This is an optimization exercise on Yosys and OpenROAD, whose aim is a short achievable clock period and few clock cycles, not a production implementation.
Function was checked by simulation only, so behaviour that the tests miss may differ from the original.

## design/flow/run.sh

```bash
#!/bin/bash
# synth_recipe.tcl (not shown) runs the flow's synth.tcl, then flattens the netlist and writes it again
# the make line also repeats each setting of config.mk as NAME=value (left out here)
make -C /OpenROAD-flow-scripts/flow DESIGN_CONFIG=/design/flow/config.mk WORK_HOME=/design/flow/orfs CLKGATE_MAP_FILE= SYNTH_SCRIPT=/design/flow/synth_recipe.tcl finish
```

## design/flow/config.mk

```make
export PLATFORM = sky130hd
export DESIGN_NAME = anc_decoder
export DESIGN_NICKNAME = anc_decoder
export VERILOG_FILES = /design/flow/design.v
export SDC_FILE = /design/flow/constraint.sdc
export NUM_CORES = 4
export LEC_CHECK = 0
export CAP_MARGIN = 20
export CORE_MARGIN = 2
export CORE_UTILIZATION = 40
export SLEW_MARGIN = 20
```

## design/flow/constraint.sdc

```tcl
create_clock -name core_clock -period 8.0 [get_ports {clk}]
set_input_delay 1.6000 -clock core_clock [delete_from_list [all_inputs] [get_ports {clk}]]
set_output_delay 1.6000 -clock core_clock [all_outputs]
set_load 0.01 [all_outputs]
```

## design/flow/design.v

```verilog
module anc_decoder (
    input  wire        clk,
    input  wire        rst,
    input  wire        in_valid,
    output wire        in_ready,
    input  wire [31:0] in_data,
    input  wire        in_last,
    output reg         out_valid,
    output reg  [2:0]  out_kind,
    output reg  [31:0] out_data,
    output reg  [2:0]  out_nbytes,
    output reg  [3:0]  out_bad
);
    localparam [2:0] K_PHDR = 3'd1,
                     K_MHDR = 3'd2,
                     K_MID  = 3'd3,
                     K_UDW  = 3'd4,
                     K_MEND = 3'd5,
                     K_PEND = 3'd6;
    localparam [3:0] S_PHDR  = 4'd0,
                     S_C     = 4'd1,
                     S_LINE  = 4'd2,
                     S_HOFF  = 4'd3,
                     S_DSF   = 4'd4,
                     S_SNUM  = 4'd5,
                     S_DID   = 4'd6,
                     S_SDID  = 4'd7,
                     S_DCP   = 4'd8,
                     S_DC    = 4'd9,
                     S_UDW   = 4'd10,
                     S_CS    = 4'd11,
                     S_PAD   = 4'd12,
                     S_DRAIN = 4'd13;
    reg  [3:0]  state;
    reg  [63:0] bitbuf;
    reg  [6:0]  bitcnt;
    reg         last_seen;      
    reg  [19:0] bitpos;         
    reg  [7:0]  msg_left;
    reg         f_c;
    reg  [10:0] f_line;
    reg  [11:0] f_hoff;
    reg         f_dsf;
    reg  [9:0]  f_did;
    reg  [9:0]  f_sdid;
    reg  [1:0]  f_dcp;
    reg  [7:0]  f_dc;
    reg  [7:0]  udw_left;
    reg  [7:0]  bad_cnt;
    reg  [8:0]  sum;
    reg  [9:0]  f_cs;
    reg         adv_cs;
    reg         trunc;
    reg         trailing;
    function [1:0] parity_pair;
        input [7:0] x;
        begin
            parity_pair = {^x, ~^x};
        end
    endfunction
    function [5:0] align_width;
        input [7:0] d;
        reg   [4:0] r;
        begin
            r = d * 10 + 8;             
            align_width = 6'd32 - {1'b0, r};
        end
    endfunction
    reg [5:0] width;
    always @(*) begin
        case (state)
            S_PHDR:  width = 6'd32;
            S_C:     width = 6'd1;
            S_LINE:  width = 6'd11;
            S_HOFF:  width = 6'd12;
            S_DSF:   width = 6'd1;
            S_SNUM:  width = 6'd7;
            S_DID:   width = 6'd10;
            S_SDID:  width = 6'd10;
            S_DCP:   width = 6'd2;
            S_DC:    width = 6'd8;
            S_UDW:   width = 6'd10;
            S_CS:    width = 6'd10;
            S_PAD:   width = align_width(f_dc);
            default: width = 6'd0;
        endcase
    end
    wire        reading  = (state != S_DRAIN);
    wire        have     = ({1'b0, bitcnt} >= {2'b0, width});
    wire        take     = reading && have;
    wire        starved  = reading && !have && last_seen;
    wire [31:0] field    = bitbuf[63:32] >> (6'd32 - width);
    assign in_ready = !last_seen && (bitcnt <= 7'd32);
    wire        accept   = in_valid && in_ready;
    wire [5:0]  used     = take ? width : 6'd0;
    wire [63:0] buf_rd   = bitbuf << used;
    wire [6:0]  cnt_rd   = bitcnt - {1'b0, used};
    wire [63:0] buf_in   = {in_data, 32'b0} >> cnt_rd;
    wire [1:0]  pp_dc    = parity_pair(field[7:0]);
    wire [1:0]  pp_udw   = parity_pair(field[7:0]);
    wire        udw_bad  = (field[9:8] != pp_udw);
    wire [8:0]  sum_cs   = sum;
    wire [9:0]  cs_word  = {~sum_cs[8], sum_cs};
    always @(posedge clk) begin
        if (rst) begin
            state     <= S_PHDR;
            bitbuf    <= 64'd0;
            bitcnt    <= 7'd0;
            last_seen <= 1'b0;
            bitpos    <= 20'd0;
            trunc     <= 1'b0;
            trailing  <= 1'b0;
            out_valid <= 1'b0;
        end else begin
            out_valid <= 1'b0;
            if (accept) begin
                bitbuf <= buf_rd | buf_in;
                bitcnt <= cnt_rd + 7'd32;
                if (in_last)
                    last_seen <= 1'b1;
            end else begin
                bitbuf <= buf_rd;
                bitcnt <= cnt_rd;
            end
            if (take)
                bitpos <= bitpos + {14'd0, width};
            if (starved) begin
                trunc <= 1'b1;
                state <= S_DRAIN;
            end else if (take) begin
                case (state)
                    S_PHDR: begin
                        msg_left  <= field[31:24];
                        out_valid <= 1'b1;
                        out_kind  <= K_PHDR;
                        out_data  <= field;
                        state     <= (field[31:24] == 8'd0) ? S_DRAIN : S_C;
                    end
                    S_C: begin
                        f_c   <= field[0];
                        state <= S_LINE;
                    end
                    S_LINE: begin
                        f_line <= field[10:0];
                        state  <= S_HOFF;
                    end
                    S_HOFF: begin
                        f_hoff <= field[11:0];
                        state  <= S_DSF;
                    end
                    S_DSF: begin
                        f_dsf <= field[0];
                        state <= S_SNUM;
                    end
                    S_SNUM: begin
                        out_valid <= 1'b1;
                        out_kind  <= K_MHDR;
                        out_data  <= {f_c, f_line, f_hoff, f_dsf, field[6:0]};
                        state     <= S_DID;
                    end
                    S_DID: begin
                        f_did <= field[9:0];
                        state <= S_SDID;
                    end
                    S_SDID: begin
                        f_sdid <= field[9:0];
                        sum    <= f_did[8:0] + field[8:0];
                        state  <= S_DCP;
                    end
                    S_DCP: begin
                        f_dcp <= field[1:0];
                        state <= S_DC;
                    end
                    S_DC: begin
                        f_dc      <= field[7:0];
                        udw_left  <= field[7:0];
                        bad_cnt   <= 8'd0;
                        sum       <= sum + {pp_dc[0], field[7:0]};
                        out_valid <= 1'b1;
                        out_kind  <= K_MID;
                        out_data  <= {1'b0, (f_dcp != pp_dc), f_did, f_sdid,
                                      f_dcp, field[7:0]};
                        state     <= (field[7:0] == 8'd0) ? S_CS : S_UDW;
                    end
                    S_UDW: begin
                        sum        <= sum + {pp_udw[0], field[7:0]};
                        if (udw_bad)
                            bad_cnt <= bad_cnt + 8'd1;
                        udw_left   <= udw_left - 8'd1;
                        out_valid  <= 1'b1;
                        out_kind   <= K_UDW;
                        out_data   <= {field[7:0], 24'd0};
                        out_nbytes <= 3'd1;
                        out_bad    <= {udw_bad, 3'b000};
                        state      <= (udw_left == 8'd1) ? S_CS : S_UDW;
                    end
                    S_CS: begin
                        f_cs   <= field[9:0];
                        adv_cs <= (field[9:0] != cs_word);
                        state  <= S_PAD;
                    end
                    S_PAD: begin
                        out_valid <= 1'b1;
                        out_kind  <= K_MEND;
                        out_data  <= {13'd0, bad_cnt, adv_cs, f_cs};
                        msg_left  <= msg_left - 8'd1;
                        state     <= (msg_left == 8'd1) ? S_DRAIN : S_C;
                    end
                    default: ;
                endcase
            end else if (state == S_DRAIN) begin
                if (!trunc && (bitcnt != 7'd0 || accept))
                    trailing <= 1'b1;
                bitbuf <= 64'd0;
                bitcnt <= 7'd0;
                if (last_seen) begin
                    out_valid <= 1'b1;
                    out_kind  <= K_PEND;
                    out_data  <= {trunc ? 24'd0 : {7'd0, bitpos[19:3]},
                                  6'd0, trailing | (!trunc && bitcnt != 7'd0),
                                  trunc};
                    state     <= S_PHDR;
                    last_seen <= 1'b0;
                    bitpos    <= 20'd0;
                    trunc     <= 1'b0;
                    trailing  <= 1'b0;
                end
            end
        end
    end
endmodule
```

==> summary.txt <==
==> per-stage QoR <==
stage,utilization,instances
after global placement,0.427,3111
after CTS,0.446,3163
after global routing,0.446,3163
after detailed placement,0.427,3111
after floorplan,-,2493
final,0.446,3163
==> Yosys cell counts, types with 30 or more instances <==
master,n,area (sq um)
sky130_fd_sc_hd__o22ai_1,30,188
sky130_fd_sc_hd__nor3_1,56,280
sky130_fd_sc_hd__ha_1,46,576
sky130_fd_sc_hd__a31oi_1,49,307
sky130_fd_sc_hd__xnor2_1,37,324
sky130_fd_sc_hd__and2_1,32,200
sky130_fd_sc_hd__nor2_1,165,619
sky130_fd_sc_hd__nand3_1,133,666
sky130_fd_sc_hd__buf_2,71,355
sky130_fd_sc_hd__mux4_2,46,1040
sky130_fd_sc_hd__mux2i_1,168,1680
sky130_fd_sc_hd__clkbuf_1,108,405
sky130_fd_sc_hd__dfxtp_1,99,1980
sky130_fd_sc_hd__inv_1,51,191
sky130_fd_sc_hd__o2111ai_1,40,350
sky130_fd_sc_hd__a22oi_1,38,285
sky130_fd_sc_hd__edfxtp_1,131,3930
sky130_fd_sc_hd__mux2_2,30,338
sky130_fd_sc_hd__a21oi_1,139,696
sky130_fd_sc_hd__nand2_1,285,1070
sky130_fd_sc_hd__a211oi_1,80,601
sky130_fd_sc_hd__o21ai_0,125,626
sky130_fd_sc_hd__o211ai_1,44,330
==> state kept, by name, indices dropped and copies added (netlist names), 2 cells and up <==
signal and count:
bitpos 20, out_kind 3, f_did 10, bitbuf 64, out_data 32, bitcnt 7
f_cs 10, sum 9, state 4, f_line 11, msg_left 8, f_hoff 12
udw_left 8, bad_cnt 8, f_dcp 2, f_sdid 10, f_dc 4
==> final cells by class <==
cell class / instances / area (sq um) / share of cell area
multi-input combinational: 1991 / 14100 / 0.603
inverter: 58 / 220 / 0.00943
sequential: 230 / 5920 / 0.253
tap: 688 / 861 / 0.0369
clock inverter: 11 / 190 / 0.00814
timing repair buffer: 144 / 1260 / 0.0541
clock buffer: 41 / 810 / 0.0347
==> logic make-up (layout without fill, tap and decap cells) <==
family / count (synthesis) / in the layout / synth area share
AO/OA/AOI/OAI: 809 / 809 / 0.275
XOR/XNOR: 54 / 54 / 0.0234
adder cells (fa/ha/maj): 50 / 50 / 0.0311
buffers and inverters: 272 / 254 / 0.0573
flip-flops: 230 / 230 / 0.281
multiplexers: 245 / 245 / 0.146
other: 2 / 6 / 0.000357
AND/OR/NAND/NOR: 827 / 827 / 0.186
==> worst paths after layout <==
check,slack [ns],end,cells after the start,startpoint
worst min-delay path,0.47,bitpos[2],2,bitpos[2]
worst max register to register,0.75,bitbuf[57],16,state[2]
worst max-delay path,0.75,bitbuf[57],16,state[2]
worst min register to register,0.47,bitpos[2],2,bitpos[2]
==> metal layers <==
metal | up-vias | track usage | part of all wire
met3 | 369 | 0.0658 | 0.099
met4 | 4 | 0.202 | 0.073
li1 | 9613 | - | -
met5 | - | 0 | 0.00030
met2 | 1517 | 0.531 | 0.44
met1 | 10700 | 0.428 | 0.38
==> critical path, stage by stage (launching register included) <==
cell and delay [ns]:
sky130_fd_sc_hd__dfxtp_1 0.94, sky130_fd_sc_hd__nor4bb_4 0.41, sky130_fd_sc_hd__buf_4 0.29, sky130_fd_sc_hd__nand2_1 0.25
sky130_fd_sc_hd__ha_1 0.39, sky130_fd_sc_hd__a21o_1 0.24, sky130_fd_sc_hd__a21o_1 0.32, sky130_fd_sc_hd__a21oi_4 0.61
sky130_fd_sc_hd__nor2_4 0.20, sky130_fd_sc_hd__fa_2 0.47, sky130_fd_sc_hd__xor2_4 0.76, sky130_fd_sc_hd__buf_4 0.37
sky130_fd_sc_hd__o211ai_1 0.15, sky130_fd_sc_hd__a31oi_2 0.49, sky130_fd_sc_hd__nor2_1 0.20, sky130_fd_sc_hd__o41ai_1 0.92
sky130_fd_sc_hd__a21oi_1 0.07
==> summary.md <==
| Metric | Value |
|---|---|
| Effective utilization at floorplan | 0.402 |
| Worst-case headroom to the max-slew limit | 0.266 |
| Filler cell count in the final layout | 5174 |
| Vias in the first global route | 21000 |
| Antenna violations before repair | 6 |
| Std cell rows | 84 |
| Placeable core region | 0.0523 sq mm |
| Leading cell type in the layout, fill and taps excluded | sky130_fd_sc_hd__nand2_1 |
| Number of nets with antenna violations after routing | 0 |
| Aggregate global routing overflow | 0 |
| I/O Pins | 80 |
| Critical path class | register to register |
| Cell count after synthesis | 2489 |
| Post-CTS clock slew at the launch and capture registers of the worst setup and hold paths | 0.06 ns |
| Width of the die | 233 microns |
| Final Hold Viols | 0 |
| Maximum number of pins on one net before global-route repair | 72 |
| Via Count | 22200 |
| Clk buf depth | 3 |
| Number of DRC violations after detailed routing | 0 |
| Nature of the critical path endpoint | register |
| Share of final-layout standard cells stronger than drive strength 1 | 0.105 |
| Hold buffer count at CTS | 0 |
| HPWL reported at the end of detailed placement | 69900 microns |
| Setup repair after global routing missed its margin | no |
| Tightest Pin Transition | 1.10 ns |
| Global placement routability congestion | 1.03 |
| Maximum fanout encountered on the critical timing path | 28 |
| Tcrit/Tclk final | 0.907 |
| CP Launch Type | register |
| First-pass GRT wire length | 138000 microns |
| Hold WC Path Type | register to register |
| Overall Global Routing Usage | 0.337 |
| Final Routed Wirelength | 94100 microns |
| Number of H-tree levels | 1 |
| Ys flop type | sky130_fd_sc_hd__edfxtp_1 |
| Synth-to-layout area growth | 10.9% |
| Setup TNS Final | 0 ns |
| Master cell of the clock root buffer | sky130_fd_sc_hd__clkbuf_16 |
| Port buffer count | 73 |
| CP required | 8.43 ns |
| Post-Route Hold Slack | 0.474 ns |
| First-pass detailed-route iteration total | 9 |
| Max-capacitance violation count | 0 |
| Share of flip-flops with an asynchronous set or reset | 0 |
| Total setup buffers inserted after CTS | 0 |
| Post-synth EDFFs | 131 |
| Number of gates resized after CTS | 0 |
| Commonest cells after routing, fill and taps aside | sky130_fd_sc_hd__nand2_1, sky130_fd_sc_hd__mux2i_1, sky130_fd_sc_hd__nor2_1 |
| PnR worst setup slack | 0.747 ns |
| Flops & latches, synth | 230 |
| Arrival time reported for the critical path endpoint | 7.68 ns |
| Outcome | complete, no violations |
| Average wire length per cell after detail routing | 29.8 microns |
| Number of buffers added by the clock tree synthesis step | 28 |
| Die extent in y | 233 microns |
| Vias per cell | 7.01 |
| Post-Route Skew | 0.0273 ns |
| Max-slew violations | 0 |
| Highest clock rate | 0.138 GHz |
| Period minus WS final | 7.25 ns |
| Placement Setup Slack | 0.985 ns |
| Antenna diodes | 0 |
| Average instance area after synthesis | 8.46 sq um |
| Latest clock arrival within the worst-skew pair | 0.60 ns |
| Number of library cell types mapped by synthesis | 106 |
| Design area | 0.0234 sq mm |
| Number of warnings printed during yosys synthesis | 1 |
| Register area share after synthesis | 0.281 |
| Final-report setup violation count | 0 |
| Overall die area | 0.0545 sq mm |
| Number of sinks driven by the clock tree | 230 |
| Instance area after placement | 0.0223 sq mm |
| Area of the mapped netlist | 0.0211 sq mm |
| Initial drt markers | 3289 |
| CTS tree | built |
| Net count of the finished layout | 2539 |
Testbench counts, summed over its fixed seeds: cycles 65,060.

re-timing with driven ports:
In the flow no input, the clock included, has a driving cell. The finished layout below was timed again as built, in two steps. Step 1 assumes that a clkbuf_16 drives the clock port and a buf_2 every other input. Step 2 also shifts input and output timing later by t, the mid clock arrival at the registers, as if the neighbouring blocks saw the same clock. Three values: ideal, step 1, step 2; two values: the first two.
t, ns: 0.636
setup WS [ns]: 0.747 / 0.747 / 0.747
worst data-port slew with drivers (ns): 0.04
cell pins on the clock port's net: 1
After both steps this run still meets setup and hold. For this run, drivers alone change the setup slack by 0.000 ns; drivers and shift together by 0.000 ns.
